What follows belongs to an exercise in optimizing a design on an open flow for small area; a production flow would make more cautious choices. Power figures rest on the tool's default switching activity, not on a simulated workload.

## fde_core
module fde_core (
    input  wire        clk,
    input  wire        rst,            
    input  wire [7:0]  key,            
    output wire [7:0]  mem_addr,
    output wire        mem_we,
    output wire [15:0] mem_wdata,
    input  wire [15:0] mem_rdata,
    output reg  [15:0] out_data,
    output wire        out_valid,
    output reg  [15:0] disp_data,
    output wire        disp_data_valid,
    output reg  [15:0] disp_ctrl,
    output wire        disp_ctrl_valid,
    output reg         halted,
    output wire [1:0]  fault,
    output wire [15:0] fault_info
);
    localparam [4:0] C_NOP = 5'h00, C_LDA = 5'h01, C_ADD = 5'h02, C_SUB = 5'h03,
                     C_STA = 5'h04, C_LDI = 5'h05, C_JMP = 5'h06, C_JC  = 5'h07,
                     C_JZ  = 5'h08, C_SHL = 5'h09, C_SHR = 5'h0A, C_KEY = 5'h0B,
                     C_OUT = 5'h0E, C_HLT = 5'h0F, C_PSH = 5'h10, C_POP = 5'h11,
                     C_CAL = 5'h12, C_RET = 5'h13, C_LSP = 5'h14, C_DSD = 5'h15,
                     C_DSC = 5'h16;
    reg [7:0]  pc;
    reg [7:0]  mar;
    reg [4:0]  opc;
    reg [15:0] a;
    reg        az;
    reg        c;
    reg        z;
    reg [3:0]  sp;
    reg [3:0]  cnt;
    reg        t;
    reg        rf;             
    assign fault_info = a;
    wire run   = !halted;
    wire c0    = (cnt == 4'd0);
    wire c14   = (cnt == 4'd14);
    wire fetch = (cnt == 4'd15);
    wire o_lda = (opc == C_LDA);
    wire o_add = (opc == C_ADD);
    wire o_sub = (opc == C_SUB);
    wire o_sta = (opc == C_STA);
    wire o_ldi = (opc == C_LDI);
  ...
clock: 7.0 ns
lec_check: 0
abc_area: 1
cap_margin: 20
core_margin: 2
core_utilization: 65
cts_buf_list: sky130_fd_sc_hd__clkbuf_8
place_density: 0.8
slew_margin: 20
standard.sh (not shown) runs the stock make flow with config.mk's settings and CLKGATE_MAP_FILE= SYNTH_SCRIPT=/design/flow/synth_recipe.tcl, a recipe that flattens the netlist after the stock synthesis.
==> flow/flow/run.sh <==
#!/bin/bash
# The standard layout (standard.sh), with three changes:
#  - synthesis maps logic with an area-oriented ABC script (flow/abc_area.script,
#    used through ABC_AREA=1) instead of ORFS's, which buffers and upsizes;
#  - the port buffers are the smallest buffer cell;
#  - clock tree synthesis inserts no dummy loads.
set -euo pipefail
here=$(pwd)
rm -rf "$here/scripts"
cp -r "$FLOW_HOME/scripts" "$here/scripts"
cp "$here/flow/abc_area.script" "$here/scripts/abc_area.script"
export SCRIPTS_DIR="$here/scripts"
export BUFFER_PORTS_ARGS="-buffer_cell sky130_fd_sc_hd__buf_1"
export CTS_ARGS="-sink_clustering_enable -repair_clock_nets -buf_list sky130_fd_sc_hd__clkbuf_8 -dont_use_dummy_load"
bash standard.sh > "$here/standard.log" 2>&1
==> flow/flow/abc_area.script <==
strash
&get -n
&deepsyn -T 30
&dch -f
&nf -R 1000 -a
&put
Then changed:
- CORE_UTILIZATION: 65 -> 40
- PLACE_DENSITY: 0.8 -> 0.6
Cell count rises by 11%; total power barely changes; non-clock buffer count rose by 1; worst setup slack is about the same.
No functional check of the RTL was part of any run of this note.


fde_core, a different RTL version from the one above (not shown whole).
For scale: ~100 flip-flops, about 120 I/O pins.
Settings: LEC_CHECK=0, ABC_AREA=1, CAP_MARGIN=20, CORE_MARGIN=2, CORE_UTILIZATION=40, CTS_BUF_LIST=sky130_fd_sc_hd__clkbuf_8, PLACE_DENSITY=0.6, SLEW_MARGIN=20; clock period 7.0 ns.
==> flow/flow/run.sh <==
#!/bin/bash
# The standard layout (standard.sh), with two changes:
#  - synthesis maps logic with an area-oriented ABC script (flow/abc_area.script,
#    used through ABC_AREA=1) instead of ORFS's, which buffers and upsizes;
#  - the port buffers are the smallest buffer cell.
set -euo pipefail
here=$(pwd)
rm -rf "$here/scripts"
cp -r "$FLOW_HOME/scripts" "$here/scripts"
cp "$here/flow/abc_area.script" "$here/scripts/abc_area.script"
export SCRIPTS_DIR="$here/scripts"
export BUFFER_PORTS_ARGS="-buffer_cell sky130_fd_sc_hd__buf_1"
bash standard.sh > "$here/standard.log" 2>&1
Scripts as last shown in full above: flow/flow/abc_area.script
Then changed:
--- a/flow/config.mk
+++ b/flow/config.mk
@@ -7,8 +7,9 @@
 export LEC_CHECK = 0
 export ABC_AREA = 1
-export CAP_MARGIN = 20
+export CAP_MARGIN = 0
 export CORE_MARGIN = 2
 export CORE_UTILIZATION = 40
 export CTS_BUF_LIST = sky130_fd_sc_hd__clkbuf_8
+export GPL_TIMING_DRIVEN = 0
 export PLACE_DENSITY = 0.6
-export SLEW_MARGIN = 20
+export SLEW_MARGIN = 0
What happened: Worst hold slack hardly moves; total power falls by 0.61%; clock-buffer cell count is unchanged; global-route usage rises by 0.14 points; sequential power is about the same.
Then changed:
--- a/flow/flow/run.sh
+++ b/flow/flow/run.sh
@@ -3,5 +3,6 @@
 #  - synthesis maps logic with an area-oriented ABC script (flow/abc_area.script,
 #    used through ABC_AREA=1) instead of ORFS's, which buffers and upsizes;
-#  - the port buffers are the smallest buffer cell.
+#  - the port buffers are the smallest buffer cell;
+#  - clock tree synthesis inserts no dummy loads.
 set -euo pipefail
 here=$(pwd)
@@ -11,3 +12,4 @@
 export SCRIPTS_DIR="$here/scripts"
 export BUFFER_PORTS_ARGS="-buffer_cell sky130_fd_sc_hd__buf_1"
+export CTS_ARGS="-sink_clustering_enable -repair_clock_nets -buf_list sky130_fd_sc_hd__clkbuf_8 -dont_use_dummy_load"
 bash standard.sh > "$here/standard.log" 2>&1
--- a/flow/config.mk
+++ b/flow/config.mk
@@ -7,9 +7,8 @@
 export LEC_CHECK = 0
 export ABC_AREA = 1
-export CAP_MARGIN = 0
+export CAP_MARGIN = 20
 export CORE_MARGIN = 2
 export CORE_UTILIZATION = 40
 export CTS_BUF_LIST = sky130_fd_sc_hd__clkbuf_8
-export GPL_TIMING_DRIVEN = 0
 export PLACE_DENSITY = 0.6
-export SLEW_MARGIN = 0
+export SLEW_MARGIN = 20
After rerunning: First-iteration DRC count increases by 28%; sequential share of layout area increases by 1.4 points; die area is unchanged; power decreases by about 7%; synthesized cell count is unchanged.
Then changed:
--- a/flow/flow/run.sh
+++ b/flow/flow/run.sh
@@ -12,4 +12,4 @@
 export SCRIPTS_DIR="$here/scripts"
 export BUFFER_PORTS_ARGS="-buffer_cell sky130_fd_sc_hd__buf_1"
-export CTS_ARGS="-sink_clustering_enable -repair_clock_nets -buf_list sky130_fd_sc_hd__clkbuf_8 -dont_use_dummy_load"
+export CTS_ARGS="-sink_clustering_enable -repair_clock_nets -buf_list sky130_fd_sc_hd__clkbuf_16 -sink_clustering_size 25 -dont_use_dummy_load"
 bash standard.sh > "$here/standard.log" 2>&1
- The new run finished clean
- cell area went up by 2.0%
- power went up by about 10%
- synthesized area stays the same
- core utilization went up by 0.94 points
- wire length went up by 0.54%
No functional check of the RTL was part of any run of this note.

## static timing again, ports no longer ideal
The results above use ideal ports. As a check the final layouts listed here were re-extracted and re-timed, cells and wires unchanged.
Step 1: set_driving_cell puts a clkbuf_16 on clk and a buf_2 on each other input, an assumption about the parent block.
Step 2 adds t to the input delays and takes it off the output delays; t is the mean of the earliest and latest rising clock arrival at the registers after step 1. Input paths then give back, and output paths get back, about the clock's delay inside the block.
a / b / c = ideal ports / drivers / drivers and shift; a / b = the first two.
| run | t, ns | setup slack, ns | hold slack, ns | slew at the worst register clock pin (ns) | cell pins on the clock port's net |
|---|---|---|---|---|---|
| the first run of note 1 | 0.393 | 2.399 / 2.380 / 2.380 | 0.483 / 0.483 / 0.483 | 0.09 / 0.09 | 1 |
| the second run of note 1 | 0.382 | 2.399 / 2.379 / 2.379 | 0.480 / 0.480 / 0.480 | 0.10 / 0.10 | 1 |
| the first run of note 2 | 0.390 | 2.376 / 2.342 / 2.618 | 0.464 / 0.464 / 0.464 | 0.10 / 0.10 | 1 |
| the second run of note 2 | 0.402 | 1.979 / 1.960 / 1.960 | 0.466 / 0.466 / 0.466 | 0.11 / 0.11 | 1 |
| the third run of note 2 | 0.379 | 2.370 / 2.347 / 2.347 | 0.464 / 0.464 / 0.464 | 0.09 / 0.09 | 1 |
| the fourth run of note 2 | 0.370 | 2.377 / 2.354 / 2.354 | 0.459 / 0.459 / 0.459 | 0.07 / 0.07 | 1 |
After both steps every run listed still meets setup and hold.
